Context: an optimization exercise on an open-source flow, tuned for small area, a short achievable clock period and few clock cycles per item. The choices shown serve that exercise and are no tape-out recipe. Function was checked by simulation only, so behaviour that the tests miss may differ from the original. Power figures rest on the tool's default switching activity, not on a simulated workload.

[flow/config.mk]
export PLATFORM = sky130hd
export DESIGN_NAME = blink_quantizer
export DESIGN_NICKNAME = blink_quantizer
export VERILOG_FILES = /design/flow/design.v
export SDC_FILE = /design/flow/constraint.sdc
export NUM_CORES = 4
export LEC_CHECK = 0
export CAP_MARGIN = 20
export CORE_MARGIN = 2
export CORE_UTILIZATION = 40
export SLEW_MARGIN = 20
[flow/constraint.sdc]
create_clock -name core_clock -period 12.0 [get_ports {clk}]
set_input_delay 2.4000 -clock core_clock [delete_from_list [all_inputs] [get_ports {clk}]]
set_output_delay 2.4000 -clock core_clock [all_outputs]
set_load 0.01 [all_outputs]
[flow/design.v]
module blink_quantizer (
    input  wire        clk,
    input  wire        rst,
    input  wire        req_valid,
    output wire        req_ready,
    input  wire [63:0] req_on_ms,
    input  wire [63:0] req_off_ms,
    output reg         resp_valid,
    output reg  [1:0]  resp_path,
    output reg  [6:0]  resp_num_steps,
    output reg  [7:0]  resp_on_code,
    output reg  [63:0] resp_on_ms,
    output reg  [63:0] resp_off_ms
);
    localparam [1:0] PATH_ALWAYS_ON = 2'd1;
    localparam [1:0] PATH_NEVER_ON  = 2'd2;
    localparam [1:0] PATH_GENERAL   = 2'd3;
    localparam [1:0] S_IDLE = 2'd0;
    localparam [1:0] S_DIV  = 2'd1;
    localparam [1:0] S_MUL  = 2'd2;
    reg [1:0]  state;
    reg [2:0]  bit_cnt;
    reg [64:0] sum_r;        
    reg [65:0] rem_r;        
    reg [7:0]  quot_r;       
    assign req_ready = (state == S_IDLE) && !resp_valid;
    wire        both_zero = (req_on_ms == 64'd0) && (req_off_ms == 64'd0);
    wire [63:0] on_sub    = both_zero ? 64'd500 : req_on_ms;
    wire [63:0] off_sub   = both_zero ? 64'd500 : req_off_ms;
    wire [65:0] rem_shift = {rem_r[64:0], 1'b0};
    wire        rem_ge    = rem_shift >= {1'b0, sum_r};
    wire [65:0] rem_next  = rem_ge ? (rem_shift - {1'b0, sum_r}) : rem_shift;
    wire [64:0] s_minus   = sum_r - 65'd129;           
    wire [57:0] steps_raw = s_minus[64:7] + 58'd1;     
    reg  [6:0]  num_steps;
    always @(*) begin
        if (sum_r <= 65'd256)
            num_steps = 7'd1;
        else if (steps_raw >= 58'd126)
            num_steps = 7'd126;
        else
            num_steps = steps_raw[6:0];
    end
    wire [14:0] period_ms  = {1'b0, num_steps, 7'd0} + 15'd256;
    wire [22:0] on_product = period_ms * quot_r;
    wire [14:0] actual_on  = on_product[22:8];
    wire [14:0] actual_off = period_ms - actual_on;
    always @(posedge clk) begin
        if (rst) begin
            state      <= S_IDLE;
            resp_valid <= 1'b0;
        end else begin
            resp_valid <= 1'b0;
            case (state)
                S_IDLE: begin
                    if (req_valid && req_ready) begin
                        if (off_sub == 64'd0) begin
                            resp_valid     <= 1'b1;
                            resp_path      <= PATH_ALWAYS_ON;
                            resp_num_steps <= 7'd0;
                            resp_on_code   <= 8'd0;
                            resp_on_ms     <= req_on_ms;
                            resp_off_ms    <= req_off_ms;
                        end else if (on_sub == 64'd0) begin
                            resp_valid     <= 1'b1;
                            resp_path      <= PATH_NEVER_ON;
                            resp_num_steps <= 7'd0;
                            resp_on_code   <= 8'd0;
                            resp_on_ms     <= req_on_ms;
                            resp_off_ms    <= req_off_ms;
                        end else begin
                            sum_r   <= {1'b0, on_sub} + {1'b0, off_sub};
                            rem_r   <= {2'b00, on_sub};
                            quot_r  <= 8'd0;
                            bit_cnt <= 3'd0;
                            state   <= S_DIV;
                        end
                    end
                end
                S_DIV: begin
                    rem_r   <= rem_next;
                    quot_r  <= {quot_r[6:0], rem_ge};
                    bit_cnt <= bit_cnt + 3'd1;
                    if (bit_cnt == 3'd7)
                        state <= S_MUL;
                end
                S_MUL: begin
                    resp_valid     <= 1'b1;
                    resp_path      <= PATH_GENERAL;
                    resp_num_steps <= num_steps;
                    resp_on_code   <= quot_r;
                    resp_on_ms     <= {49'd0, actual_on};
                    resp_off_ms    <= {49'd0, actual_off};
                    state          <= S_IDLE;
                end
                default: state <= S_IDLE;
            endcase
        end
    end
endmodule
[flow/run.sh]
#!/bin/bash
# synth_recipe.tcl (not shown) runs the flow's synth.tcl, then flattens the netlist and writes it again
# the make line also repeats each setting of config.mk as NAME=value (left out here)
make -C /OpenROAD-flow-scripts/flow DESIGN_CONFIG=/design/flow/config.mk WORK_HOME=/design/flow/orfs CLKGATE_MAP_FILE= SYNTH_SCRIPT=/design/flow/synth_recipe.tcl finish
==> notes.md <==
## cell usage after synthesis, types with 9 or more instances
cell	instances	area, um^2
sky130_fd_sc_hd__nor3_1	82	410.4
sky130_fd_sc_hd__nand4_1	47	294.0
sky130_fd_sc_hd__nand2b_1	39	244.0
sky130_fd_sc_hd__fa_1	38	760.7
sky130_fd_sc_hd__ha_1	177	2215
sky130_fd_sc_hd__nor4_2	9	112.6
sky130_fd_sc_hd__buf_2	10	50.05
sky130_fd_sc_hd__a21boi_0	11	82.58
sky130_fd_sc_hd__edfxtp_1	286	8588
sky130_fd_sc_hd__o21ai_0	191	955.9
sky130_fd_sc_hd__or4_1	14	105.1
sky130_fd_sc_hd__o21bai_1	27	202.7
sky130_fd_sc_hd__o31ai_1	15	112.6
sky130_fd_sc_hd__a31oi_1	26	162.7
sky130_fd_sc_hd__inv_1	170	638.1
sky130_fd_sc_hd__a21oi_1	165	825.8
sky130_fd_sc_hd__and3_1	21	131.4
sky130_fd_sc_hd__nor2_1	144	540.5
sky130_fd_sc_hd__xor2_1	52	455.4
sky130_fd_sc_hd__nor4_1	57	356.6
sky130_fd_sc_hd__and2_1	42	262.8
sky130_fd_sc_hd__o21a_1	26	195.2
sky130_fd_sc_hd__mux2i_1	54	540.5
sky130_fd_sc_hd__clkbuf_1	190	713.2
sky130_fd_sc_hd__mux2_2	9	101.4
sky130_fd_sc_hd__nand2_1	237	889.6
sky130_fd_sc_hd__nand3_1	75	375.4
sky130_fd_sc_hd__a211oi_1	24	180.2
sky130_fd_sc_hd__xnor2_1	127	1112
sky130_fd_sc_hd__or2_2	12	75.07
sky130_fd_sc_hd__or3_1	29	181.4
sky130_fd_sc_hd__nor2b_1	116	725.7
sky130_fd_sc_hd__a211o_1	9	78.83
sky130_fd_sc_hd__a21o_1	89	668.1
## worst reg2reg max path: cells and delay by family, from the launching register on
family | cells | cell delay (ns)
AND/OR/NAND/NOR | 14 | 4.11
adder cells (fa/ha/maj) | 7 | 3.03
AO/OA/AOI/OAI | 11 | 2.45
flip-flops | 1 | 0.48
buffers and inverters | 4 | 0.37
XOR/XNOR | 1 | 0.37
multiplexers | 1 | 0.34
## how the worst max path moves through the flow
stage | startpoint | endpoint | slack, ns | cells past startpoint
after floorplan | sum_r[1] | resp_off_ms[14] | 1.64 | 39
after global placement | sum_r[1] | resp_off_ms[14] | 0.73 | 38
after detailed placement | sum_r[1] | resp_off_ms[14] | 0.61 | 40
after CTS | sum_r[1] | resp_off_ms[14] | 0.58 | 37
after global routing | sum_r[1] | resp_off_ms[14] | 0.008 | 39
final | sum_r[1] | resp_off_ms[14] | 0.60 | 38
## routing by layer
| layer | share of wire (%) | vias to the layer above | wire, um | global-route usage (%) |
|---|---|---|---|---|
| li1 | - | 10374 | - | - |
| met3 | 8.9 | 99 | 8022 | 5.326 |
| met1 | 47 | 10948 | 42110 | 41.49 |
| met4 | 2.5 | 0 | 2230 | 6.992 |
| met5 | 0 | - | 0 | 0 |
| met2 | 42 | 990 | 37450 | 39.64 |
## cell families after synthesis
group	Yosys count
fa+ha+maj	215
flops	289
xor+xnor	179
simple gates	964
mux	64
compound gates	691
buf+inv	382
## through the flow
step | worst slack [ns] | cells | total power [mW] | hold slack [ns]
after floorplan | 1.644 | 2784 | 1.859 | 0.5028
after global placement | 0.7274 | 3714 | 2.145 | 0.5521
after detailed placement | 0.6137 | 3716 | 2.153 | 0.5577
after CTS | 0.5789 | 3785 | 3.352 | 0.5660
after global routing | 0.008124 | 3785 | 3.492 | 0.5946
final | 0.6023 | 3786 | 3.352 | 0.5637
## repair_timing
action	4_1_cts	5_1_grt
setup endpoints to repair	0	1
buffers inserted	0	0
gates resized for setup	0	4
## placed cells by master (no fill, tap or decap), drive strengths merged, types with 21 or more instances in the layout
master           n
edfxtp         286
clkdlybuf4s50  277
nand2          237
o21ai          193
ha             177
inv            172
a21oi          165
nor2           145
xnor2          127
nor2b          116
a21o            89
nor3            86
nand3           76
nor4            70
mux2i           54
xor2            52
clkbuf          49
nand4           47
and2            43
nand2b          39
fa              38
or3             31
buf             29
o21bai          27
o21a            26
a31oi           26
a211oi          24
and3            21
## final cells by class
cell class                 count  area [um^2]
antenna                        1        2.502
clock buffer                  49        992.2
clock inverter                20        277.8
fill                        6023        32200
inverter                     171        641.9
multi-input combinational   2113        14900
sequential                   289         8648
tap                          837         1047
timing repair buffer         306         3002
## state kept, by name, indices dropped and copies added, names as in the netlist, 3 cells and up
| register | count |
|---|---|
| resp_on_ms | 64 |
| bit_cnt | 3 |
| sum_r | 65 |
| resp_off_ms | 64 |
| resp_on_code | 8 |
| rem_r | 65 |
| quot_r | 8 |
| resp_num_steps | 7 |
## where the power goes
group,internal (mW),leakage [nW],total [mW],switching (mW)
clock,0.718,0.619,1.19,0.475
combinational,0.362,8.44,0.927,0.565
sequential,1.18,2.63,1.23,0.0524
total,2.26,11.7,3.35,1.09
==> out/results.txt <==
The flow ran to the end and the layout has no timing, DRC or antenna violations. STA classifies the critical path endpoint as a register. The path class of the tightest hold or removal check is reg2reg. Dividing the detail-routed wire length by the instance count gives 23.72 um. The most used flip-flop cell after synthesis is sky130_fd_sc_hd__edfxtp_1.

In this run the most critical hold path is launched from bit_cnt[0]. The number of distinct library cells after synthesis was 94; the share of post-route cells with drive strength above 1 was 5.360%. The data required time at the worst endpoint is 12.32 ns, and the utilization after layout is 47.82%. The total wirelength of the detailed-routed design was 89.82 mm. Broken down by cell family, the worst path's largest delay share belongs to simple AND/OR/NAND/NOR gates. In the routed design, unresolved DRC markers number 0. The number of input and output port buffers inserted was 277; the number of cell rows was 91. The number of cells on the worst reg-to-reg path was 38. The final route contains 22411 vias. The share of the clock period used by the worst path came out at 94.98%. The die covers 64400 um^2. The count of buffering cells on the critical path with inverters included is 4, and the largest buffer count on any clock path is 3. The worst setup path is launched from a register. The logs give 0.60 ns for the setup slack of the most critical reg-to-reg path and 0 for the remaining antenna violation count after routing.

The H-tree depth is 2, and the effective utilization at floorplan is 40.44%. Top-level port count: 278. Static timing analysis puts the maximum clock frequency at 87.74 MHz.

The highest ir drop seen on vdd was 0.00009299 V; the clock-pin slew reported for the worst setup and hold paths after clock tree synthesis was 0.06 ns. The instance count of the mapped netlist is 2784. Setup repair after global routing left no endpoint under its margin. The mux share of post-synthesis cell area is 2.617%. Setup violations remaining at the end of the flow were counted as 0. The clock net in this run drives a total of 289 sinks. In this run the power density over the cells is 113.6 nW/um^2.

TritonCTS built the clock tree. Hold repair after CTS inserted 0 buffers. The worst hold path depth was 1; the arrival time reported for the critical path endpoint was 11.71 ns.

Global routing consumed, over all layers together, 27.42% of the routing resources. Signed area change from the synthesized netlist to the final layout: 18.26%. For the maximum number of pins on one net before global-route repair, the log shows 85. Endpoint with the worst hold slack: bit_cnt[0].

The tools report the number of max-slew violations in the final report as 0. The xor and xnor area share after synthesis is 6.282%. Launching point of the worst reg2reg path: sum_r[1]. In this run the critical register-to-register path is captured at resp_off_ms[14]. The combinational family with the most area after synthesis is simple AND/OR/NAND/NOR gates. The leakage power summed over all cells was 11.69 nW. The async set-or-reset flop fraction in the synthesized netlist was 0%. The tools report the proportion of synthesized chip area in sequential cells as 34.65%. The tools report the final estimated routing congestion in global placement as 0.9462. The synthesis warning total came out at 1. The area of the placeable core is 61710 um^2. The floorplan die width is 253.8 um. After Yosys synthesis, full adders, half adders and majority gates account for 11.92% of the synthesized area. The logs give 21317 for the via count of the first global-routing pass and 0 ns for the sum of negative setup slack. After the last flow step, the layout net total stands at 3265.

The routed design could run at a clock period as short as 11.40 ns. For the area of the mapped netlist, the log shows 24960 um^2. The share of the synthesized area in compound gates (AO/OA/AOI/OAI) was 18.07%; the clock insertion delay at the later pin of the skew report was 0.57 ns.

Pin slew with the least headroom to its limit: 1.171 ns. The first global-routing pass estimated 133.1 mm of wire. The number of nets handed over by synthesis was 3130.

The tools report the number of hold violations in the final report as 0. After the first detailed-routing iteration, the DRC count stood at 2331. For this design, the slowest cell found on the critical path is sky130_fd_sc_hd__or3_1. The clock root buffer was sky130_fd_sc_hd__clkbuf_16. Of all nets on the critical path, the largest fanout is 18. The critical path class is reg2reg. The cell that appears most often on the critical path is sky130_fd_sc_hd__fa_1. The run gives 71.67 mm as the placed wire-length estimate.

After detailed routing, the number of vias per cell comes to 5.919. Across the run, the number of max-cap violations was 0. From bottom edge to top edge, the die measures 253.8 um.

The number of buffers inserted during clock tree synthesis is 38. The remaining global-route overflow was 0; the maximum cell stage delay along the critical path was 0.57 ns. Synthesis inferred 289 register bits. Before antenna repair, the detailed router went through 9 iterations.

The finished cells cover 29510 um^2. Headroom to the max-slew limit came out at 21.39%. The count of flip-flops with a built-in enable after synthesis is 286. The number of antenna violations at the first check in global routing was 3; the setup clock skew after layout was 0.02401 ns. The simple-gate share of the synthesized area was 20.48%; the average instance area after synthesis was 8.964 um^2. The run gives 28220 um^2 as the area of placed instances.
Testbench counts, summed over its fixed seeds: cycles 32,437, items 3,200.

what the ideal ports hide:
No port has a modelled driver above. Below, the same layout with a new extraction and two added sets of constraints. Step 1: set_driving_cell puts a clkbuf_16 on clk and a buf_2 on each other input, an assumption about the parent block. Step 2 adds t to the input delays and takes it off the output delays; t is the mean of the earliest and latest rising clock arrival at the registers after step 1. Input paths then give back, and output paths get back, about the clock's delay inside the block. a / b / c = no drivers / after step 1 / after step 2; a / b = the first two.
shift t [ns]: 0.621
setup slack, ns: 0.602 / 0.602 / 0.602
worst setup path after step 2: register to register
latest minus earliest clock arrival (ns): 0.024 / 0.025
slew at the worst register clock pin (ns): 0.07 / 0.07
After both steps setup and hold are still met in this run. For this run, drivers alone change the setup slack by 0.000 ns; drivers and shift together by 0.000 ns.
